Source: an optimization exercise on an open RTL-to-GDS flow (aim: a short achievable clock period and few clock cycles). Production flows keep margins and buffers that such runs may drop. Function was checked by simulation only, so behaviour that the tests miss may differ from the original. Power is estimated from default activity; no workload was simulated.

$ cat flow/flow/run.sh
#!/bin/bash
# The standard layout (the standard.sh: standard synthesis, floorplan,
# placement, CTS, routing) with a larger setup margin for ORFS's timing
# repair, so that repair keeps improving paths well past the 10 ns the
# constraints ask for. The SDC, clock period and everything else are the standard flow's.
set -euo pipefail
bash standard.sh SETUP_SLACK_MARGIN=7 finish > standard_make.log 2>&1
$ cat flow/standard.sh
#!/bin/bash
# synth_recipe.tcl (not shown) runs the flow's synth.tcl, then flattens the netlist and writes it again
# the make line also repeats each setting of config.mk as NAME=value (left out here)
make -C /OpenROAD-flow-scripts/flow DESIGN_CONFIG=/design/flow/config.mk WORK_HOME=/design/flow/orfs CLKGATE_MAP_FILE= SYNTH_SCRIPT=/design/flow/synth_recipe.tcl "${@:-finish}"
$ cat flow/config.mk
export PLATFORM = sky130hd
export DESIGN_NAME = ict_seq
export DESIGN_NICKNAME = ict_seq
export VERILOG_FILES = /design/flow/design.v
export SDC_FILE = /design/flow/constraint.sdc
export NUM_CORES = 4
export LEC_CHECK = 0
export ABC_CLOCK_PERIOD_IN_PS = 2500
export CAP_MARGIN = 20
export CORE_MARGIN = 2
export CORE_UTILIZATION = 40
export CTS_CLUSTER_DIAMETER = 80
export CTS_CLUSTER_SIZE = 24
export PLACE_DENSITY = 0.6
export SLEW_MARGIN = 20
$ cat flow/constraint.sdc
create_clock -name core_clock -period 10.0 [get_ports {clk}]
set_input_delay 2.0000 -clock core_clock [delete_from_list [all_inputs] [get_ports {clk}]]
set_output_delay 2.0000 -clock core_clock [all_outputs]
set_load 0.01 [all_outputs]
$ cat flow/design.v
module ict_seq (
    input  wire        clk,
    input  wire        rst,
    input  wire        cmd_valid,
    output wire        cmd_ready,
    input  wire [2:0]  cmd_op,
    input  wire [23:0] cmd_addr,
    input  wire [15:0] cmd_len,
    input  wire [3:0]  cmd_step,
    input  wire        cmd_wide,
    input  wire        cmd_big,
    input  wire [31:0] cmd_seed,
    input  wire [15:0] cmd_mask,
    input  wire [31:0] cmd_crc,
    output wire        bus_req_valid,
    input  wire        bus_req_ready,
    output wire        bus_req_we,
    output wire [23:0] bus_req_addr,
    output wire [15:0] bus_req_wdata,
    output wire        bus_req_wide,
    input  wire        bus_rsp_valid,
    input  wire [15:0] bus_rsp_rdata,
    output reg         res_valid,
    output reg  [1:0]  res_code,
    output reg  [31:0] res_value,
    output reg  [23:0] res_addr,
    output reg  [15:0] res_exp,
    output reg  [15:0] res_act,
    output reg  [1:0]  res_pass
);
    localparam OP_ROMCRC   = 3'd0;
    localparam OP_ROMCHK   = 3'd1;
    localparam OP_ROMRAW   = 3'd2;
    localparam OP_RAMMARCH = 3'd3;
    localparam OP_RAMADDR  = 3'd4;
    localparam OP_RAMFILL  = 3'd5;
    localparam OP_RAMREAD  = 3'd6;
    localparam RC_SUCCESS  = 2'd0;
    localparam RC_MISMATCH = 2'd1;
    localparam RC_UNIMPL   = 2'd2;
    localparam A_CLR  = 2'd0;    
    localparam A_SETJ = 2'd1;    
    localparam A_RDQ  = 2'd2;    
    localparam A_CLRJ = 2'd3;    
    function [223:0] lcg1_i(input [31:0] x);
        reg [31:0] s0, c0, s1, c1, s2, c2, s3, c3;
        begin
        s0 = (x << 0) ^ (~(x << 2)) ^ (x << 4);
        c0 = (((x << 0) & (~(x << 2))) | ((x << 0) & (x << 4)) | ((~(x << 2)) & (x << 4))) << 1;
        s1 = (~(x << 9)) ^ (x << 11) ^ (~(x << 13));
        c1 = (((~(x << 9)) & (x << 11)) | ((~(x << 9)) & (~(x << 13))) | ((x << 11) & (~(x << 13)))) << 1;
        s2 = (~(x << 15)) ^ (x << 17) ^ (~(x << 19));
        c2 = (((~(x << 15)) & (x << 17)) | ((~(x << 15)) & (~(x << 19))) | ((x << 17) & (~(x << 19)))) << 1;
        s3 = s0 ^ c0 ^ s1;
        c3 = ((s0 & c0) | (s0 & s1) | (c0 & s1)) << 1;
        lcg1_i = {32'h3c6ef364, (x << 21), c2, s2, c1, c3, s3};
        end
    endfunction
    function [223:0] lcg2_i(input [31:0] x);
        reg [31:0] s0, c0, s1, c1, s2, c2, s3, c3, s4, c4, s5, c5;
        begin
        s0 = (x << 0) ^ (x << 3) ^ (x << 5);
        c0 = (((x << 0) & (x << 3)) | ((x << 0) & (x << 5)) | ((x << 3) & (x << 5))) << 1;
        s1 = (x << 7) ^ (~(x << 10)) ^ (~(x << 13));
        c1 = (((x << 7) & (~(x << 10))) | ((x << 7) & (~(x << 13))) | ((~(x << 10)) & (~(x << 13)))) << 1;
        s2 = (x << 15) ^ (~(x << 19)) ^ (x << 22);
        c2 = (((x << 15) & (~(x << 19))) | ((x << 15) & (x << 22)) | ((~(x << 19)) & (x << 22))) << 1;
        s3 = (~(x << 24)) ^ (~(x << 27)) ^ (x << 29);
        c3 = (((~(x << 24)) & (~(x << 27))) | ((~(x << 24)) & (x << 29)) | ((~(x << 27)) & (x << 29))) << 1;
        s4 = s0 ^ c0 ^ s1;
        c4 = ((s0 & c0) | (s0 & s1) | (c0 & s1)) << 1;
        s5 = c1 ^ s2 ^ c2;
        c5 = ((c1 & s2) | (c1 & c2) | (s2 & c2)) << 1;
        lcg2_i = {32'h47502937, c3, s3, c5, s5, c4, s4};
        end
    endfunction
    function [223:0] lcg3_i(input [31:0] x);
        reg [31:0] s0, c0, s1, c1, s2, c2, s3, c3, s4, c4, s5, c5;
        begin
        s0 = (x << 0) ^ (x << 2) ^ (x << 4);
        c0 = (((x << 0) & (x << 2)) | ((x << 0) & (x << 4)) | ((x << 2) & (x << 4))) << 1;
        s1 = (x << 7) ^ (x << 9) ^ (x << 11);
        c1 = (((x << 7) & (x << 9)) | ((x << 7) & (x << 11)) | ((x << 9) & (x << 11))) << 1;
        s2 = (x << 16) ^ (x << 19) ^ (x << 22);
        c2 = (((x << 16) & (x << 19)) | ((x << 16) & (x << 22)) | ((x << 19) & (x << 22))) << 1;
        s3 = (~(x << 24)) ^ (~(x << 28)) ^ (~(x << 30));
        c3 = (((~(x << 24)) & (~(x << 28))) | ((~(x << 24)) & (~(x << 30))) | ((~(x << 28)) & (~(x << 30)))) << 1;
        s4 = s0 ^ c0 ^ s1;
        c4 = ((s0 & c0) | (s0 & s1) | (c0 & s1)) << 1;
        s5 = c1 ^ s2 ^ c2;
        c5 = ((c1 & s2) | (c1 & c2) | (s2 & c2)) << 1;
        lcg3_i = {32'hd1ccf6ec, c3, s3, c5, s5, c4, s4};
        end
    endfunction
    function [223:0] lcg4_i(input [31:0] x);
        reg [31:0] s0, c0, s1, c1, s2, c2, s3, c3;
        begin
        s0 = (x << 0) ^ (x << 4) ^ (~(x << 7));
        c0 = (((x << 0) & (x << 4)) | ((x << 0) & (~(x << 7))) | ((x << 4) & (~(x << 7)))) << 1;
        s1 = (x << 11) ^ (~(x << 13)) ^ (x << 17);
        c1 = (((x << 11) & (~(x << 13))) | ((x << 11) & (x << 17)) | ((~(x << 13)) & (x << 17))) << 1;
        s2 = (~(x << 19)) ^ (~(x << 23)) ^ (x << 25);
        c2 = (((~(x << 19)) & (~(x << 23))) | ((~(x << 19)) & (x << 25)) | ((~(x << 23)) & (x << 25))) << 1;
        s3 = s0 ^ c0 ^ s1;
        c3 = ((s0 & c0) | (s0 & s1) | (c0 & s1)) << 1;
        lcg4_i = {32'haaf95338, (x << 27), c2, s2, c1, c3, s3};
        end
    endfunction
    function [127:0] lcg4_s1(input [31:0] x);
        reg [31:0] s0, c0, s1, c1, s2, c2, s3, c3, s4, c4, s5, c5, s6, c6;
        begin
        s0 = (x << 0) ^ (x << 4) ^ (~(x << 7));
        c0 = (((x << 0) & (x << 4)) | ((x << 0) & (~(x << 7))) | ((x << 4) & (~(x << 7)))) << 1;
        s1 = (x << 11) ^ (~(x << 13)) ^ (x << 17);
        c1 = (((x << 11) & (~(x << 13))) | ((x << 11) & (x << 17)) | ((~(x << 13)) & (x << 17))) << 1;
        s2 = (~(x << 19)) ^ (~(x << 23)) ^ (x << 25);
        c2 = (((~(x << 19)) & (~(x << 23))) | ((~(x << 19)) & (x << 25)) | ((~(x << 23)) & (x << 25))) << 1;
        s3 = s0 ^ c0 ^ s1;
        c3 = ((s0 & c0) | (s0 & s1) | (c0 & s1)) << 1;
        s4 = c1 ^ s2 ^ c2;
        c4 = ((c1 & s2) | (c1 & c2) | (s2 & c2)) << 1;
        s5 = s3 ^ c3 ^ s4;
        c5 = ((s3 & c3) | (s3 & s4) | (c3 & s4)) << 1;
        s6 = c4 ^ (x << 27) ^ 32'haaf95338;
        c6 = ((c4 & (x << 27)) | (c4 & 32'haaf95338) | ((x << 27) & 32'haaf95338)) << 1;
        lcg4_s1 = {c6, s6, c5, s5};
        end
    endfunction
    function [127:0] lcg_r74(input [223:0] v);
        reg [31:0] s0, c0, s1, c1, s2, c2;
        begin
        s0 = v[31:0] ^ v[63:32] ^ v[95:64];
        c0 = ((v[31:0] & v[63:32]) | (v[31:0] & v[95:64]) | (v[63:32] & v[95:64])) << 1;
        s1 = v[127:96] ^ v[159:128] ^ v[191:160];
        c1 = ((v[127:96] & v[159:128]) | (v[127:96] & v[191:160]) | (v[159:128] & v[191:160])) << 1;
        s2 = s0 ^ c0 ^ s1;
        c2 = ((s0 & c0) | (s0 & s1) | (c0 & s1)) << 1;
        lcg_r74 = {v[223:192], c1, c2, s2};
        end
    endfunction
    function [63:0] lcg_s2(input [127:0] v);
        reg [31:0] s0, c0, s1, c1;
        begin
        s0 = v[31:0] ^ v[63:32] ^ v[95:64];
        c0 = ((v[31:0] & v[63:32]) | (v[31:0] & v[95:64]) | (v[63:32] & v[95:64])) << 1;
        s1 = s0 ^ c0 ^ v[127:96];
        c1 = ((s0 & c0) | (s0 & v[127:96]) | (c0 & v[127:96])) << 1;
        lcg_s2 = {c1, s1};
        end
    endfunction
    function [31:0] crc_byte(input [31:0] c, input [7:0] b);
        integer k;
        reg [31:0] x;
        begin
            x = c ^ {24'd0, b};
            for (k = 0; k < 8; k = k + 1)
                x = x[0] ? ((x >> 1) ^ 32'hEDB88320) : (x >> 1);
            crc_byte = x;
        end
    endfunction
    reg         cmd_rdy;    
    reg         busy;
    reg  [23:0] start;
    reg  [15:0] len;
    reg         wide;
    reg         big;
    reg  [31:0] seed;
    reg  [31:0] crc_exp;
    reg  [4:0]  stride;
    reg  [15:0] wm;         
    reg  [15:0] cm;         
    reg  [15:0] fillv;      
    reg         is_crc, is_chk, is_march, is_addr, is_fill, is_op7, n0, n1;
    assign cmd_ready    = cmd_rdy;
    reg         o_wide;     
    assign bus_req_wide = o_wide;
    wire accept = cmd_valid & cmd_rdy;
    wire fast_op = (cmd_op == OP_ROMCRC) || (cmd_op == OP_ROMCHK) || (cmd_op == OP_ROMRAW) ||
                   (cmd_op == OP_RAMREAD) || (cmd_op == OP_RAMFILL);
    always @(posedge clk) begin
        if (rst)
            o_wide <= 1'b1;
        else if (~busy)
            o_wide <= cmd_wide;
        if (~busy) begin
            wide     <= cmd_wide;
            is_crc   <= (cmd_op == OP_ROMCRC) || (cmd_op == OP_ROMCHK);
            is_chk   <= (cmd_op == OP_ROMCHK);
            is_march <= (cmd_op == OP_RAMMARCH);
            is_addr  <= (cmd_op == OP_RAMADDR);
            is_fill  <= (cmd_op == OP_RAMFILL);
            is_op7   <= (cmd_op == 3'd7);
            n0       <= (cmd_len == 16'd0);
            n1       <= (cmd_len == 16'd1);
            start    <= cmd_addr;
            len      <= cmd_len;
            big      <= cmd_big;
            seed     <= cmd_seed;
            crc_exp  <= cmd_crc;
            stride   <= cmd_wide ? {cmd_step, 1'b0} : {1'b0, cmd_step};
            wm       <= cmd_wide ? 16'hFFFF : 16'h00FF;
            cm       <= cmd_mask & (cmd_wide ? 16'hFFFF : 16'h00FF);
            fillv    <= cmd_seed[15:0] & (cmd_wide ? 16'hFFFF : 16'h00FF);
        end
    end
    wire is_cmp = is_march || is_addr;
    wire chk_rd = is_crc || is_cmp;         
    reg         gpend;      
    reg  [2:0]  icnt;       
    reg  [15:0] nm1;        
    reg  [15:0] hm;         
    reg  [23:0] sps;        
    reg  [23:0] sp2s;       
    reg  [15:0] hs;         
    reg  [3:0]  hg;         
    wire [15:0] hm_w;
    genvar gi;
    generate
        for (gi = 0; gi < 16; gi = gi + 1) begin : g_hm
            assign hm_w[gi] = hs[gi] | (|(hg >> (gi / 4 + 1)));
        end
    endgenerate
    always @(posedge clk) begin
        nm1 <= len - 16'd1;
        hs  <= {nm1[15], |nm1[15:14], |nm1[15:13], |nm1[15:12],
                nm1[11], |nm1[11:10], |nm1[11:9],  |nm1[11:8],
                nm1[7],  |nm1[7:6],   |nm1[7:5],   |nm1[7:4],
                nm1[3],  |nm1[3:2],   |nm1[3:1],   |nm1[3:0]};
        hg  <= {|nm1[15:12], |nm1[11:8], |nm1[7:4], |nm1[3:0]};
        hm  <= hm_w;
        sps  <= start + {19'd0, stride};
        sp2s <= start + {18'd0, stride, 1'b0};
    end
    reg         g_valid;
    reg         g_done;     
    reg         g_we;
    reg  [23:0] g_addr;
    reg         g_bar;      
    reg         g_inv;      
    reg         g_wm;       
    reg         g_em;       
    reg  [15:0] rem;        
    reg         lh;         
    reg  [1:0]  half;       
    reg  [1:0]  asub;
    reg  [4:0]  q_t, j_t;
    reg  [23:0] qn_off, qn_addr;    
    reg  [15:0] q_h;                
    reg  [23:0] j_addr;             
    reg  [23:0] jn_off, jn_addr;    
    reg  [15:0] j_h;
    reg  [23:0] qs1, qs2, js1, js2;
    reg  [1:0]  q_chg, j_chg;
    wire [23:0] q_sum = q_chg[1] ? sp2s : q_chg[0] ? qs2 : qs1;
    wire [23:0] j_sum = j_chg[1] ? sp2s : j_chg[0] ? js2 : js1;
    always @(posedge clk) begin
        qs1 <= start + (qn_off << 1);
        qs2 <= start + (qn_off << 2);
        js1 <= start + (jn_off << 1);
        js2 <= start + (jn_off << 2);
    end
    reg  [31:0]  r_out;
    reg  [48:0]  r_c;       
    reg  [63:0]  r_b;
    reg  [127:0] r_a;
    reg  [31:0]  i_out;
    reg  [48:0]  i_c;
    reg  [63:0]  i_b;
    reg  [127:0] i_a;
    reg  [223:0] pre_a;     
    wire         r_init = busy & is_march & (icnt != 3'd0) & (icnt <= 3'd4);
    wire [16:0]  r_lo   = {1'b0, r_b[15:0]} + {1'b0, r_b[47:32]};
    wire [48:0]  r_c_w  = {r_b[63:48], r_b[31:16], r_lo};
    wire [31:0]  r_o_w  = {r_c[48:33] + r_c[32:17] + {15'd0, r_c[16]}, r_c[15:0]};
    wire [63:0]  r_b_w  = lcg_s2(r_a);
    wire [223:0] r_a_i  = (icnt[1:0] == 2'd0) ? lcg1_i(seed) :
                          (icnt[1:0] == 2'd1) ? lcg2_i(seed) :
                          (icnt[1:0] == 2'd2) ? lcg3_i(seed) : lcg4_i(seed);
    wire [127:0] r_a_f  = lcg_r74(pre_a);
    always @(posedge clk) begin
        pre_a <= r_a_i;
        if (r_init) begin
            i_out <= r_o_w;
            i_c   <= r_c_w;
            i_b   <= r_b_w;
            i_a   <= r_a_f;
        end
    end
    wire [15:0] pat  = (r_out[31:16] ^ {16{g_inv}}) & wm;
    wire [15:0] g_wd = is_march ? pat : is_fill ? fillv : (g_wm ? cm : 16'd0);
    wire [15:0] g_ex = is_march ? (pat & cm) : (g_em ? cm : 16'd0);
    wire [1:0]  g_ps = is_march ? (g_inv ? 2'd2 : 2'd1) : 2'd0;
    wire q_last = ~q_h[0];
    wire j_last = ~j_h[0];
    wire g_last = is_addr ? (asub == A_CLRJ && j_last)
                          : (lh && (!is_march || half == 2'd3));
    reg         ov, o_we;
    reg  [23:0] o_addr;
    reg  [15:0] o_wd;
    reg         sv, s_we;
    reg  [23:0] s_addr;
    reg  [15:0] s_wd;
    assign bus_req_valid = ov;
    assign bus_req_we    = o_we;
    assign bus_req_addr  = o_addr;
    assign bus_req_wdata = o_wd;
    localparam FAW = 2;
    localparam FD  = 1 << FAW;
    reg  [41:0]    fq [0:FD-1];     
    reg  [FAW-1:0] wp, rp;
    reg  [FAW:0]   cnt;             
    reg  [FAW:0]   disc;            
    reg  [4:0]     unchk;           
    reg            killed;          
    reg            mm_q;            
    reg            cv_q;            
    reg  [15:0]    rdx_q;           
    reg  [31:0]    crc;
    reg  [23:0]    st_addr;         
    reg  [15:0]    st_exp, st_act;
    reg  [1:0]     st_pass;
    reg  o_pend, g_staged;
    wire o_ld  = ~ov | bus_req_ready;
    wire g_blk = mm_q | killed | o_pend | (g_bar & (unchk != 5'd0)) | (~g_we & cnt[FAW]);
    wire xfer  = g_valid & ~sv & ~g_blk;
    wire stage = g_valid & g_bar & ~g_staged & ~sv & ~o_pend & ~mm_q & ~killed &
                 (unchk != 5'd0) & o_ld;
    wire g_adv = xfer | (g_staged & ~mm_q);
    wire push  = xfer & ~g_we;
    wire rel_ok;
    wire gstart = busy & gpend & ~n0 &
                  ((is_march & (icnt == 3'd5)) | (is_addr & (icnt == 3'd3)));
    always @(posedge clk) begin
        if (rst)
            {o_we, o_addr, o_wd} <= 41'd0;
        else if (o_ld & ~o_pend)
            {o_we, o_addr, o_wd} <= sv ? {s_we, s_addr, s_wd} : {g_we, g_addr, g_wd};
        if (~sv) begin
            s_we   <= g_we;
            s_addr <= g_addr;
            s_wd   <= g_wd;
        end
        if (rst) begin
            ov       <= 1'b0;
            sv       <= 1'b0;
            o_pend   <= 1'b0;
            g_staged <= 1'b0;
        end else begin
            g_staged <= stage;
            if (o_ld) ov <= sv | xfer | (o_pend & rel_ok);
            sv <= sv ? ~o_ld : (xfer & ~o_ld);
            if (mm_q | (o_pend & rel_ok))
                o_pend <= 1'b0;
            else if (stage)
                o_pend <= 1'b1;
        end
    end
    always @(posedge clk) begin
        q_chg <= 2'd0;
        j_chg <= 2'd0;
        if (~busy) begin
            g_addr <= cmd_addr;
            g_we   <= (cmd_op == OP_RAMFILL) || (cmd_op == OP_RAMMARCH) || (cmd_op == OP_RAMADDR);
            g_bar  <= 1'b0;
            g_inv  <= 1'b0;
            g_wm   <= 1'b0;
            g_em   <= 1'b0;
            rem    <= cmd_len;
            lh     <= (cmd_len == 16'd1);
            half   <= 2'd0;
            asub   <= A_CLR;
            q_t    <= 5'd0;
        end else if (gstart) begin
            qn_off  <= {19'd0, stride};
            qn_addr <= sps;
            q_h     <= hm;
            q_chg   <= 2'd2;
        end else if (g_adv && !g_last) begin
            g_bar <= 1'b0;
            if (is_addr) begin
                case (asub)
                A_CLR: begin
                    if (q_last) begin
                        asub    <= A_SETJ;
                        g_addr  <= start;
                        g_wm    <= 1'b1;
                        j_t     <= 5'd0;
                        j_addr  <= start;
                        jn_off  <= {19'd0, stride};
                        jn_addr <= sps;
                        j_chg   <= 2'd2;
                        j_h     <= hm;
                    end else begin
                        g_addr  <= qn_addr;
                        q_t     <= q_t + 5'd1;
                        qn_off  <= qn_off << 1;
                        qn_addr <= q_sum;
                        q_chg   <= 2'd1;
                        q_h     <= q_h >> 1;
                    end
                end
                A_SETJ: begin
                    asub    <= A_RDQ;
                    g_we    <= 1'b0;
                    g_addr  <= start;
                    g_em    <= (j_t == 5'd0);
                    q_t     <= 5'd0;
                    qn_off  <= {19'd0, stride};
                    qn_addr <= sps;
                    q_h     <= hm;
                    q_chg   <= 2'd2;
                end
                A_RDQ: begin
                    if (q_last) begin
                        asub   <= A_CLRJ;
                        g_we   <= 1'b1;
                        g_wm   <= 1'b0;
                        g_bar  <= 1'b1;
                        g_addr <= j_addr;
                    end else begin
                        g_addr  <= qn_addr;
                        g_em    <= (q_t + 5'd1 == j_t);
                        q_t     <= q_t + 5'd1;
                        qn_off  <= qn_off << 1;
                        qn_addr <= q_sum;
                        q_chg   <= 2'd1;
                        q_h     <= q_h >> 1;
                    end
                end
                default: begin  
                    asub    <= A_SETJ;
                    g_wm    <= 1'b1;
                    g_addr  <= jn_addr;
                    j_t     <= j_t + 5'd1;
                    j_addr  <= jn_addr;
                    jn_off  <= jn_off << 1;
                    jn_addr <= j_sum;
                    j_chg   <= 2'd1;
                    j_h     <= j_h >> 1;
                end
                endcase
            end else if (!lh) begin
                g_addr <= g_addr + {19'd0, stride};
                rem    <= rem - 16'd1;
                lh     <= (rem == 16'd2);
                r_out  <= r_o_w;
                r_c    <= r_c_w;
                r_b    <= r_b_w;
                r_a    <= lcg4_s1(r_out);
            end else begin
                half   <= half + 2'd1;
                g_addr <= start;
                rem    <= len;
                lh     <= n1;
                g_we   <= half[0];
                g_bar  <= (half == 2'd1);
                g_inv  <= (half != 2'd0);
                r_out  <= i_out;
                r_c    <= i_c;
                r_b    <= i_b;
                r_a    <= i_a;
            end
        end
        if (r_init) begin
            r_out <= r_o_w;
            r_c   <= r_c_w;
            r_b   <= r_b_w;
            r_a   <= r_a_f;
        end
        if (rst) begin
            g_valid <= 1'b0;
            g_done  <= 1'b0;
        end else if (~busy) begin
            g_valid <= accept & fast_op & (cmd_len != 16'd0);
            g_done  <= 1'b0;
        end else if (gstart) begin
            g_valid <= 1'b1;
        end else if (mm_q) begin
            g_valid <= 1'b0;
        end else if (g_adv && g_last) begin
            g_valid <= 1'b0;
            g_done  <= 1'b1;
        end
    end
    wire [41:0] head    = fq[rp];
    wire        pop     = bus_rsp_valid;
    wire        disc_nz = |disc;
    wire        proc    = pop & ~disc_nz & ~killed & ~mm_q;
    wire [15:0] actm    = bus_rsp_rdata & cm;
    wire        mis     = (actm != head[39:24]);
    wire [15:0] rd_w  = bus_rsp_rdata & wm;
    wire [31:0] crc_1 = crc_byte(crc, rdx_q[15:8]);
    wire [31:0] crc_2 = crc_byte(crc_1, rdx_q[7:0]);
    wire all_acc  = g_done & ~sv & ~o_pend & o_ld;
    assign rel_ok = ~killed & ~mm_q &
                    ((unchk == 5'd0) | ((unchk == 5'd1) & proc & ~(is_cmp & mis)));
    wire fin_ok   = busy & all_acc & (unchk == 5'd0) & ~mm_q & ~killed & ~cv_q;
    wire fin_kill = busy & (killed | mm_q) & ~sv & o_ld;
    wire fin_imm  = busy & gpend & (is_op7 | n0);
    wire fin      = fin_ok | fin_kill | fin_imm;
    wire crc_bad  = (~crc != crc_exp);
    always @(posedge clk) begin
        if (push) fq[wp] <= {g_ps, g_ex, g_addr};
        if (proc) begin
            st_addr <= head[23:0];
            st_exp  <= head[39:24];
            st_act  <= actm;
            st_pass <= head[41:40];
        end
        rdx_q <= wide ? (big ? rd_w : {rd_w[7:0], rd_w[15:8]}) : {rd_w[7:0], 8'd0};
        if (~busy)
            crc <= 32'hFFFFFFFF;
        else if (cv_q)
            crc <= wide ? crc_2 : crc_1;
        if (is_op7)
            res_code <= RC_UNIMPL;
        else if (killed | mm_q | (is_chk & crc_bad))
            res_code <= RC_MISMATCH;
        else
            res_code <= RC_SUCCESS;
        res_value <= is_crc ? ~crc : 32'd0;
        if (killed | mm_q) begin
            res_addr <= st_addr;
            res_exp  <= st_exp;
            res_act  <= st_act;
            res_pass <= st_pass;
        end else begin
            res_addr <= (is_chk & crc_bad) ? start : 24'd0;
            res_exp  <= 16'd0;
            res_act  <= 16'd0;
            res_pass <= 2'd0;
        end
        if (rst) begin
            cmd_rdy   <= 1'b1;
            busy      <= 1'b0;
            gpend     <= 1'b0;
            icnt      <= 3'd0;
            res_valid <= 1'b0;
            wp        <= {FAW{1'b0}};
            rp        <= {FAW{1'b0}};
            cnt       <= {(FAW+1){1'b0}};
            disc      <= {(FAW+1){1'b0}};
            unchk     <= 5'd0;
            killed    <= 1'b0;
            mm_q      <= 1'b0;
            cv_q      <= 1'b0;
        end else begin
            res_valid <= fin;
            if (accept) begin
                cmd_rdy <= 1'b0;
                busy    <= 1'b1;
            end else if (fin) begin
                cmd_rdy <= 1'b1;
                busy    <= 1'b0;
            end
            if (~busy) begin
                gpend <= 1'b1;
                icnt  <= 3'd0;
            end else begin
                if (gstart | fin_imm) gpend <= 1'b0;
                if (icnt != 3'd7) icnt <= icnt + 3'd1;
            end
            if (push) wp <= wp + 1'b1;
            if (pop)  rp <= rp + 1'b1;
            cnt <= cnt + push - pop;
            if (fin)
                disc <= cnt - pop;
            else if (pop & disc_nz)
                disc <= disc - 1'b1;
            if (~busy)
                unchk <= 5'd0;
            else
                unchk <= unchk + {4'd0, push & chk_rd} - {4'd0, proc & chk_rd};
            mm_q <= proc & is_cmp & mis;
            cv_q <= proc & is_crc;
            if (~busy)
                killed <= 1'b0;
            else if (mm_q)
                killed <= 1'b1;
        end
    end
endmodule
==> results of run 1 <==
[stage by stage]
step	worst slack (ns)	power, mW	util, %	instances	cell area (sq um)
6_report	6.628	18.31	46.79	10440	98950
5_1_grt	6.581	19.16	46.79	10440	98930
4_1_cts	6.547	18.26	46.02	10330	97310
3_5_place_dp	5.445	13.27	43.08	9958	91080
3_3_place_gp	5.418	13.20	43.07	9958	91080
2_1_floorplan	4.166	11.52	-	7074	85130
[cells in the mapped netlist, drive strengths merged, types with 68 or more instances]
| library cell | number | area [sq um] |
|---|---|---|
| clkbuf | 259 | 1012 |
| a21oi | 342 | 1712 |
| nor2b | 101 | 631.9 |
| edfxtp | 1100 | 33030 |
| a211oi | 88 | 660.6 |
| mux2 | 68 | 765.7 |
| xnor2 | 332 | 3069 |
| and2 | 91 | 569.3 |
| inv | 679 | 2549 |
| a221oi | 75 | 656.9 |
| fa | 523 | 10470 |
| mux2i | 205 | 2052 |
| nand2 | 807 | 3029 |
| o21ai | 321 | 1607 |
| nor2 | 412 | 1546 |
| ha | 264 | 3303 |
| xor2 | 117 | 1115 |
| dfxtp | 565 | 11310 |
[layer usage]
metal | GRT usage, % | vias up | routed length, um
met5 | 0 | - | 0
met4 | 7.713 | 0 | 9787
met3 | 3.393 | 427 | 17800
met2 | 36.93 | 2112 | 118200
met1 | 31.79 | 28020 | 107800
li1 | - | 25110 | -
[cell families after synthesis]
family / Yosys count
compound gates: 1145
xor+xnor: 459
fa+ha+maj: 787
buf+inv: 992
flops: 1665
mux: 315
simple gates: 1711
[area by class of cell]
type	count	area share, %
inverters	680	2.728
clock buffers	123	2.712
repair inverters	1	0.008851
multi-input cells	4423	38.61
flip-flops and latches	1665	45.06
repair buffers	650	6.355
diodes	11	0.02782
clock inverters	70	0.9294
well taps	2821	3.567
[sequential cells by signal, indices dropped and copies added (netlist names), 32 cells and up, named ones only]
register,count
crc,32
crc_exp,32
fq,168
i_a,97
i_b,63
i_c,49
i_out,32
pre_a,146
r_a,108
r_b,63
r_c,49
r_out,32
res_value,32
seed,32
[worst max-delay path by stage]
stage,end,depth (start not counted)
4_1_cts,bus_req_wdata[12],1
5_1_grt,bus_req_wdata[12],1
6_report,bus_req_wdata[11],1
3_3_place_gp,unchk[4],13
2_1_floorplan,r_a[0],6
3_5_place_dp,ov,10
[power groups by stage]
stage               clock (mW)  combinational [mW]  sequential, mW
CTS                       4.90                4.89            8.46
global route              5.12                5.54            8.50
floorplan                    0                3.04            8.48
global placement             0                4.59            8.61
detailed placement           0                4.65            8.62
finish                    4.80                5.06            8.45
[what timing repair did]
item | CTS | global route
pin swaps | 62 | 113
setup endpoints to repair | 1291 | 609
buffers inserted | 168 | 96
gates cloned | 14 | 4
gates resized for setup | 1094 | 210
==> out/summary.txt, run 1 <==
Vias per Instance -> 5.330
vias in the first global route -> 54,860
Routed WL per cell -> 24.29 um
Die X -> 464.4 um
DIE HEIGHT -> 464.4 um
RR Startpoint -> start[2]
hpwl dp -> 176,300 um
Starting DRT DRC Count -> 5,390
Final Hold Fails -> 0
Critical Path AT -> 1.37 ns
final-layout fill cell count -> 19,060
antenna violations before repair -> 17
most frequent cells in the layout -> edfxtp_1 (1,100), nand2_1 (800), inv_1 (623), fa_1 (480), dfxtp_1 (450)
kind of critical path -> flip-flop to primary output
CTS tree -> yes
cell depth of the worst flop-to-flop path -> 15
prevailing post-synth register cell -> edfxtp_1
largest net degree at the start of global routing -> 156
commonest non-fill, non-tap cell in the layout -> edfxtp_1
core area -> 0.2115 sq mm
Flop pwr share -> 46.1%
Yosys reg bits -> 1,665
Warnings, synthesis -> 1
Hold Crit Start -> hs[14]
Buf+Inv Stages, Crit Path -> 1
PwrDens -> 185.1 mW/mm^2
Critical R2R Capture -> qs2[16]
XOR/XNOR Fraction of Synth Area -> 5.215%
average cell area after synthesis -> 11.99 sq um
Req. time, crit path -> 8.00 ns
clock skew -> 0.06707 ns
die footprint -> 0.2157 sq mm
CP Capture Type -> primary output
Tightest Hold Check Type -> flip-flop to flip-flop
fin nets -> 8,461
final wirelength -> 253,700 um
crit share post-route -> 33.72%
Vias -> 55,670
Comb power frac -> 27.7%
Initial Util -> 40.10%
Worst Path Max Fanout -> 2
compound-cell area share of the yosys netlist -> 8.436%
delay-heaviest family, CP -> flip-flops
Async S/R FF share, synth -> 0%
Slew headroom -> 27.66%
Syn Nets -> 8,011
Worst setup SP type -> flip-flop
Seq/Total Area, Yosys -> 52.30%
antenna-violating nets left -> 0
run status -> finished clean
max_cap viols -> 0
Total Routing Usage GR -> 22.95%
cts bufs inserted -> 103
adder-cell share of the synthesized area -> 16.24%
Setup crit start -> o_wd[11]
Sw Pwr -> 6.020 mW
first-pass GRT wire length -> 370,000 um
Cell Chain, Critical Path -> buf_6
# hold bufs at CTS -> 0
Worst-Skew Late Latency -> 0.81 ns
Rows -> 169
Lkg Pwr -> 38.39 nW
ratio of cells with drive above 1 in the final layout -> 16.62%
Synth Cell Area -> 0.08479 sq mm
root buffer cell -> clkbuf_16
count of different cell masters after synthesis -> 79
placer congestion estimate -> 0.9194
Synth Instances -> 7,074
main combinational cell family by area after synthesis -> adder cells
unrepaired setup endpoints after global routing -> true
count of pins over their slew limit -> 0
worst vdd rail ir drop -> 0.0001861 V
post-synthesis mux area share -> 4.439%
final setup TNS -> 0 ns
hold_ws -> 0.3325 ns
Clock Tree Buf Depth -> 3
fin crit period -> 3.372 ns
Internal Dissipation -> 12.29 mW
final setup fails -> 0
power share of the clock group -> 26.2%
Reg area -> 0.04458 sq mm
flop2flop setup slack -> 6.80 ns
IO Port Bufs -> 286
EDFF count, synth -> 1,100
slew of the pin with the lowest slew margin -> 1.084 ns
slowest CP cell -> dfxtp_4
gr ovfl total -> 0
area occupied by multi-input gates -> 0.03821 sq mm
drt drc -> 0
critical path's largest stage delay -> 0.44 ns
Layout area overhead -> 16.70%
IO Count -> 287
Reg clk slew, reported paths -> 0.09 ns
worst hold path depth -> 0
Sink Count -> 1,665
drt pass-1 iters -> 5
CTS H-tree lvls -> 3
Max Clock Freq -> 296.6 MHz
Hold EP -> hm[14]
Post-Synth Simple-Gate Area -> 8.925%
switching share of total power -> 32.87%
Testbench counts, summed over its fixed seeds: cycles 219,397.
==> inputs of run 2 (changes only) <==
--- a/flow/config.mk
+++ b/flow/config.mk
@@ -10,6 +10,4 @@
 export CORE_MARGIN = 2
 export CORE_UTILIZATION = 40
-export CTS_CLUSTER_DIAMETER = 80
-export CTS_CLUSTER_SIZE = 24
 export PLACE_DENSITY = 0.6
 export SLEW_MARGIN = 20
==> out/summary.txt, run 2 <==
busiest layer in global routing -> met2
kind of critical path -> flip-flop to primary output
placer congestion estimate -> 0.9194 (unchanged)
largest registers -> fq: 168 flops, pre_a: 146 flops, r_a: 108 flops
GR Util met2 -> 36.75% (-0.19 points)
power share of the clock group -> 33.6% (+7.4 points)
post-synthesis mux area share -> 4.439% (unchanged)
worst vdd rail ir drop -> 0.0002005 V (+7.7%)
main area contributors after synthesis -> edfxtp_1 (39%), dfxtp_1 (13%), fa_1 (12%)
worst hold path depth -> 0 (unchanged)
final setup fails -> 0 (unchanged)
met1 Use GR -> 31.44% (-0.35 points)
Syn Nets -> 8,011 (unchanged)
first-pass GRT wire length -> 372,500 um (+0.68%)
slowest CP cell -> dfxtp_4
compound-cell area share of the yosys netlist -> 8.436% (unchanged)
Critical R2R Capture -> qs2[16]
CTS tree -> yes
antenna-violating nets left -> 0 (unchanged)
final wirelength -> 253,700 um (about the same)
largest net degree at the start of global routing -> 156 (unchanged)
root buffer cell -> clkbuf_16
count of pins over their slew limit -> 0 (unchanged)
Vias -> 56,210 (+0.98%)
switching share of total power -> 30.62% (-2.2 points)
max reg flops -> 168 (unchanged)
max_cap viols -> 0 (unchanged)
Flop pwr share -> 41.6% (-4.5 points)
Sw Pwr -> 6.233 mW (+3.5%)
top-count cell post-synth -> edfxtp_1
most frequent cells in the layout -> edfxtp_1 (1,100), nand2_1 (800), inv_1 (621), fa_1 (474), dfxtp_1 (451)
Clock Tree Buf Depth -> 3 (unchanged)
Max Clock Freq -> 293.1 MHz (-1.2%)
# hold bufs at CTS -> 0 (unchanged)
Comb power frac -> 24.8% (-2.9 points)
met3 usage -> 4.258% (+0.87 points)
Hold EP -> hm[14]
gr ovfl total -> 0 (unchanged)
cts bufs inserted -> 181 (+76%)
XOR/XNOR Fraction of Synth Area -> 5.215% (unchanged)
Vias per Instance -> 5.310 (-0.38%)
PwrDens -> 200.9 mW/mm^2 (+8.5%)
Worst setup SP type -> flip-flop
die footprint -> 0.2157 sq mm (unchanged)
Die X -> 464.4 um (unchanged)
Total Routing Usage GR -> 23.11% (+0.16 points)
main combinational cell family by area after synthesis -> adder cells
ratio of cells with drive above 1 in the final layout -> 17.57% (+0.95 points)
commonest non-fill, non-tap cell in the layout -> edfxtp_1
Synth Instances -> 7,074 (unchanged)
hpwl dp -> 176,300 um (unchanged)
Critical Path AT -> 1.41 ns (+0.04 ns)
fin crit period -> 3.412 ns (+0.04024 ns)
Slew headroom -> 27.72% (+0.069 points)
Post-Synth Simple-Gate Area -> 8.925% (unchanged)
cell taking the most area after synthesis -> edfxtp_1
DIE HEIGHT -> 464.4 um (unchanged)
Seq/Total Area, Yosys -> 52.30% (unchanged)
Hold Crit Start -> hs[14]
delay-heaviest family, CP -> flip-flops
Req. time, crit path -> 8.00 ns (about the same)
core area -> 0.2115 sq mm (unchanged)
placed insts -> 9,958 (unchanged)
Worst-Skew Late Latency -> 0.85 ns (+0.04 ns)
Lkg Pwr -> 39.61 nW (+3.2%)
adder-cell share of the synthesized area -> 16.24% (unchanged)
slew of the pin with the lowest slew margin -> 1.084 ns (+0.0004440 ns)
antenna violations before repair -> 12 (-5)
final setup TNS -> 0 ns (unchanged)
prevailing post-synth register cell -> edfxtp_1
Buf+Inv Stages, Crit Path -> 1 (unchanged)
EDFF count, synth -> 1,100 (unchanged)
fin nets -> 8,537 (+0.90%)
Post-synth top cells -> edfxtp_1 (1,100), nand2_1 (807), inv_1 (677), dfxtp_1 (565), fa_1 (523)
Non-Filler Instances -> 10,590 (+1.4%)
count of different cell masters after synthesis -> 79 (unchanged)
unrepaired setup endpoints after global routing -> true
Warnings, synthesis -> 1 (unchanged)
Layout area overhead -> 19.51%
Sink Count -> 1,665 (unchanged)
Rows -> 169 (unchanged)
IO Port Bufs -> 286 (unchanged)
run status -> finished clean
Yosys reg bits -> 1,665 (unchanged)
IO Count -> 287 (unchanged)
vias in the first global route -> 55,900 (+1.9%)
Routed WL per cell -> 23.96 um (-1.3%)
CP Capture Type -> primary output
Starting DRT DRC Count -> 5,407 (+0.32%)
Synth Cell Area -> 0.08479 sq mm (unchanged)
Final Hold Fails -> 0 (unchanged)
CTS H-tree lvls -> 4 (+1)
Cell Chain, Critical Path -> buf_6
flop2flop setup slack -> 6.88 ns (+0.08 ns)
drt drc -> 0 (unchanged)
clock skew -> 0.06596 ns (-0.001117 ns)
drt pass-1 iters -> 10 (+5)
Initial Util -> 40.10% (unchanged)
average cell area after synthesis -> 11.99 sq um (unchanged)
Async S/R FF share, synth -> 0% (unchanged)
critical path's largest stage delay -> 0.44 ns (about the same)
crit share post-route -> 34.12% (+0.40 points)
cell depth of the worst flop-to-flop path -> 15 (unchanged)
Internal Dissipation -> 14.12 mW (+15%)
Tightest Hold Check Type -> flip-flop to flip-flop
Worst Path Max Fanout -> 2 (unchanged)
Biggest register -> fq
RR Startpoint -> start[2]
share of the synthesized area in the top cell type -> 38.96% (unchanged)
Reg clk slew, reported paths -> 0.06 ns (-0.03 ns)
==> run 2: metrics by stage <==
step                      setup WS (ns)  total power, mW  utilization [%]  hold WS, ns  instance area (sq um)
after global routing              6.555            21.26            47.92       0.3335                 101300
after detailed placement          5.445            13.27            43.08       0.3128                  91080
final                             6.588            20.36            47.92       0.3271                 101300
after global placement            5.418            13.20            43.07       0.3143                  91080
after CTS                         6.531            20.30            47.18       0.3258                  99760
after floorplan                   4.166            11.52                -       0.3096                  85130
==> run 2: metal layers <==
metal | vias up | part of all wire, %
met4 | 0 | 3.8
li1 | 25340 | -
met1 | 28170 | 42
met5 | - | 0
met3 | 478 | 7.6
met2 | 2229 | 46
==> run 2: timing repair <==
item                       in CTS  in global routing
pin swaps                      55                 86
gates cloned                   13                  2
gates resized for setup      1075                204
setup buffers                 157                108
setup endpoints to repair    1285                605
==> run 2: cell type report <==
| type | count | area, sq um |
|---|---|---|
| Fill cell | 18750 | 110100 |
| Sequential cell | 1665 | 44580 |
| Multi-Input combinational cell | 4422 | 38080 |
| Timing Repair Buffer | 649 | 6248 |
| Clock buffer | 256 | 5280 |
| Tap cell | 2821 | 3530 |
| Inverter | 680 | 2700 |
| Clock inverter | 84 | 880.8 |
| Antenna cell | 8 | 20.02 |
| Timing Repair inverter | 1 | 8.758 |
==> run 2: logic make-up (layout without fill, tap and decap cells) <==
family | count (synthesis) | after routing
compound gates | 1145 | 1145
buf+inv | 992 | 1670
mux | 315 | 315
other cells | 0 | 8
simple gates | 1711 | 1716
flops | 1665 | 1665
fa+ha+maj | 787 | 787
xor+xnor | 459 | 459
==> run 2: power by group through the flow <==
stage	registers [mW]	clock network [mW]	logic [mW]
after global placement	8.61	0	4.59
after floorplan	8.48	0	3.04
after detailed placement	8.62	0	4.65
after CTS	8.47	6.94	4.89
final	8.46	6.84	5.05
after global routing	8.51	7.22	5.54
==> run 2: worst max path at each step <==
stage | from | to | slack [ns] | depth (start not counted)
2_1_floorplan | mm_q | r_a[0] | 4.17 | 6
3_3_place_gp | bus_rsp_valid | unchk[4] | 5.42 | 13
3_5_place_dp | bus_rsp_rdata[14] | ov | 5.44 | 10
4_1_cts | o_wd[12] | bus_req_wdata[12] | 6.53 | 1
5_1_grt | o_wd[12] | bus_req_wdata[12] | 6.56 | 1
6_report | o_wd[12] | bus_req_wdata[12] | 6.59 | 1
==> inputs of run 3 (changes only) <==
--- a/flow/config.mk
+++ b/flow/config.mk
@@ -9,5 +9,7 @@
 export CAP_MARGIN = 20
 export CORE_MARGIN = 2
-export CORE_UTILIZATION = 40
-export PLACE_DENSITY = 0.6
+export CORE_UTILIZATION = 55
+export CTS_CLUSTER_DIAMETER = 80
+export CTS_CLUSTER_SIZE = 24
+export PLACE_DENSITY = 0.7
 export SLEW_MARGIN = 20
==> out/summary.txt, run 3 <==
finished layout cell area -> 0.09704 sq mm (-4.2%)
slew of the pin with the lowest slew margin -> 0.8956 ns (-0.1885 ns)
prevailing post-synth register cell -> edfxtp_1
slowest CP cell -> dfxtp_4
final wirelength -> 239,200 um (-5.7%)
antenna-violating nets left -> 0 (unchanged)
hold_ws -> 0.3361 ns (+0.008947 ns)
pre-CTS setup slack -> 5.292 ns (-0.1527 ns)
placer congestion estimate -> 0.9386 (+2.1%)
hpwl dp -> 163,600 um (-7.2%)
Slew headroom -> 40.29% (+13 points)
share of the synthesized area in the top cell type -> 38.96% (unchanged)
Critical R2R Capture -> qs2[18]
vias in the first global route -> 55,890 (-0.013%)
Critical Path AT -> 1.37 ns (-0.04 ns)
PwrDens -> 185.9 mW/mm^2 (-7.5%)
Async S/R FF share, synth -> 0% (unchanged)
die footprint -> 0.1573 sq mm (-27%)
Clock Tree Buf Depth -> 3 (unchanged)
Initial Util -> 55.23% (+15 points)
root buffer cell -> clkbuf_16
Placement Cell Area -> 0.09015 sq mm (-1.0%)
antenna violations before repair -> 8 (-4)
count of pins over their slew limit -> 0 (unchanged)
placed insts -> 9,191 (-7.7%)
top-count cell post-synth -> edfxtp_1
worst hold path depth -> 0 (unchanged)
average cell area after synthesis -> 11.99 sq um (unchanged)
Worst Path Max Fanout -> 2 (unchanged)
core area -> 0.1535 sq mm (-27%)
Routed WL per cell -> 24.91 um (+3.9%)
CTS H-tree lvls -> 3 (-1)
Reg clk slew, reported paths -> 0.10 ns (+0.04 ns)
Rows -> 144 (-15%)
most frequent cells in the layout -> edfxtp_1 (1,100), nand2_1 (802), inv_1 (630), fa_1 (490), dfxtp_1 (439)
Hold EP -> hm[14]
final setup TNS -> 0 ns (unchanged)
CP Capture Type -> primary output
Warnings, synthesis -> 1 (unchanged)
Layout area overhead -> 14.44%
critical path's largest stage delay -> 0.47 ns (+0.03 ns)
EDFF count, synth -> 1,100 (unchanged)
Max Clock Freq -> 296.9 MHz (+1.3%)
count of different cell masters after synthesis -> 79 (unchanged)
final-layout fill cell count -> 11,890 (-37%)
unrepaired setup endpoints after global routing -> true
post-layout util -> 63.21% (+15 points)
cell taking the most area after synthesis -> edfxtp_1
Final Hold Fails -> 0 (unchanged)
DIE HEIGHT -> 396.6 um (-15%)
Tightest Hold Check Type -> flip-flop to flip-flop
Tot Pwr -> 18.04 mW (-11%)
ratio of cells with drive above 1 in the final layout -> 15.48% (-2.1 points)
Synth Instances -> 7,074 (unchanged)
main area contributors after synthesis -> edfxtp_1 (39%), dfxtp_1 (13%), fa_1 (12%)
clock skew -> 0.03635 ns (-0.02961 ns)
largest net degree at the start of global routing -> 119 (-24%)
Total Routing Usage GR -> 30.07% (+7.0 points)
Hold Crit Start -> hs[14]
drt drc -> 0 (unchanged)
crit share post-route -> 33.68% (-0.43 points)
cts bufs inserted -> 97 (-46%)
Synth Cell Area -> 0.08479 sq mm (unchanged)
IO Port Bufs -> 286 (unchanged)
Seq/Total Area, Yosys -> 52.30% (unchanged)
Non-Filler Instances -> 9,604 (-9.3%)
Starting DRT DRC Count -> 5,439 (+0.59%)
Sink Count -> 1,665 (unchanged)
IO Count -> 287 (unchanged)
PnR worst setup slack -> 6.632 ns (+0.04346 ns)
cell depth of the worst flop-to-flop path -> 13 (-2)
max_cap viols -> 0 (unchanged)
Vias per Instance -> 5.817 (+9.5%)
Syn Nets -> 8,011 (unchanged)
largest registers -> fq: 168 flops, pre_a: 146 flops, r_a: 108 flops
worst vdd rail ir drop -> 0.0001605 V (-20%)
Biggest register -> fq
RR Startpoint -> start[2]
drt pass-1 iters -> 6 (-4)
gr ovfl total -> 0 (unchanged)
Lkg Pwr -> 38.12 nW (-3.8%)
CTS tree -> yes
Worst-Skew Late Latency -> 0.76 ns (-0.09 ns)
flop2flop setup slack -> 6.99 ns (+0.11 ns)
kind of critical path -> flip-flop to primary output
max reg flops -> 168 (unchanged)
Req. time, crit path -> 8.00 ns (about the same)
Yosys reg bits -> 1,665 (unchanged)
Post-synth top cells -> edfxtp_1 (1,100), nand2_1 (807), inv_1 (677), dfxtp_1 (565), fa_1 (523)
Worst setup SP type -> flip-flop
first-pass GRT wire length -> 353,100 um (-5.2%)
Cell Chain, Critical Path -> buf_6
run status -> finished clean
delay-heaviest family, CP -> flip-flops
fin crit period -> 3.368 ns (-0.04346 ns)
final setup fails -> 0 (unchanged)
Vias -> 55,860 (-0.62%)
commonest non-fill, non-tap cell in the layout -> edfxtp_1
Buf+Inv Stages, Crit Path -> 1 (unchanged)
Die X -> 396.6 um (-15%)
fin nets -> 8,415 (-1.4%)
run 3: cell counts after synthesis:
No cell type changed its count.
run 3: cell families (layout without fill, tap and decap cells):
| logic type | Yosys count | after routing | share of synthesized area, % |
|---|---|---|---|
| AO/OA/AOI/OAI | 1145 | 1145 | 8.436 |
| XOR/XNOR | 459 | 459 | 5.215 |
| adder cells (fa/ha/maj) | 787 | 787 | 16.24 |
| buffers and inverters | 992 | 1470 | 4.443 |
| flip-flops | 1665 | 1665 | 52.30 |
| multiplexers | 315 | 315 | 4.439 |
| other | 0 | 2 | 0 |
| AND/OR/NAND/NOR | 1711 | 1717 | 8.925 |
run 3: worst reg2reg max path, delay by kind of cell (launching register included):
kind                     cells  cell delay [ns]
buffers and inverters        2             0.21
AND/OR/NAND/NOR              1             0.06
adder cells (fa/ha/maj)      2             0.37
flip-flops                   1             0.45
AO/OA/AOI/OAI                7             1.68
XOR/XNOR                     1             0.14
run 3: repair_timing:
action	in CTS	in global routing
gates cloned	13	5
hold buffers	0	0
gates resized for setup	1030	191
setup endpoints to repair	1323	746
pin swaps	51	86
buffers inserted	133	81
run 3: how the worst max path moves through the flow:
stage	from	end	slack [ns]	cells after the start
final	o_wd[8]	bus_req_wdata[8]	6.63	1
after global routing	o_wd[15]	bus_req_wdata[15]	6.60	1
after CTS	o_wd[8]	bus_req_wdata[8]	6.62	1
after detailed placement	bus_rsp_rdata[3]	ov	5.29	10
after global placement	bus_rsp_rdata[3]	ov	5.32	10
after floorplan	mm_q	r_a[0]	4.17	6
run 3: final cells by class:
type | instances | area, sq um | area share [%]
Sequential cell | 1665 | 44540 | 45.90
Multi-Input combinational cell | 4423 | 37900 | 39.06
Timing Repair Buffer | 610 | 6035 | 6.219
Inverter | 680 | 2683 | 2.765
Clock buffer | 125 | 2585 | 2.664
Tap cell | 2044 | 2557 | 2.636
Clock inverter | 54 | 718.2 | 0.7401
Timing Repair inverter | 1 | 8.758 | 0.009026
Antenna cell | 2 | 5.005 | 0.005158
run 3: power by group:
| group | internal (mW) | total [mW] | switching [mW] |
|---|---|---|---|
| Combinational | 2.09 | 5.08 | 2.99 |
| Clock | 2.01 | 4.54 | 2.53 |
| Sequential | 8.08 | 8.41 | 0.336 |
run 3: routing by layer:
metal,GRT usage (%),up-vias,share of wire [%]
met5,0,-,0.016
met4,11.59,6,4.6
met3,5.999,515,8.5
met2,49.45,2425,48
met1,39.46,27890,39
li1,-,25030,-

==> static timing again, ports no longer ideal <==
No port has a modelled driver above. Below, the same layouts with a new extraction and two added sets of constraints.
Step 1 assumes that a clkbuf_16 drives the clock port and a buf_2 every other input.
Step 2 times the ports against the registers' clock, not the clock port: input delays grow and output delays shrink by t, the midpoint of the rising clock arrivals with the driver on.
a / b / c = ideal ports / drivers / drivers and shift; a / b = the first two.
| run | t (ns) | slack for setup (ns) | worst setup path at the end | pins driven straight from the clock port |
|---|---|---|---|---|
| run 1 | 0.862 | 6.628 / 6.537 / 6.121 | input to register | 1 |
| run 2 | 0.909 | 6.588 / 6.499 / 6.079 | input to register | 1 |
| run 3 | 0.823 | 6.632 / 6.554 / 6.155 | input to register | 1 |
After both steps setup and hold are still met in every run listed. The setup slack of run 2, which loses most, moves by -0.089 ns with the drivers and by -0.509 ns with both steps.
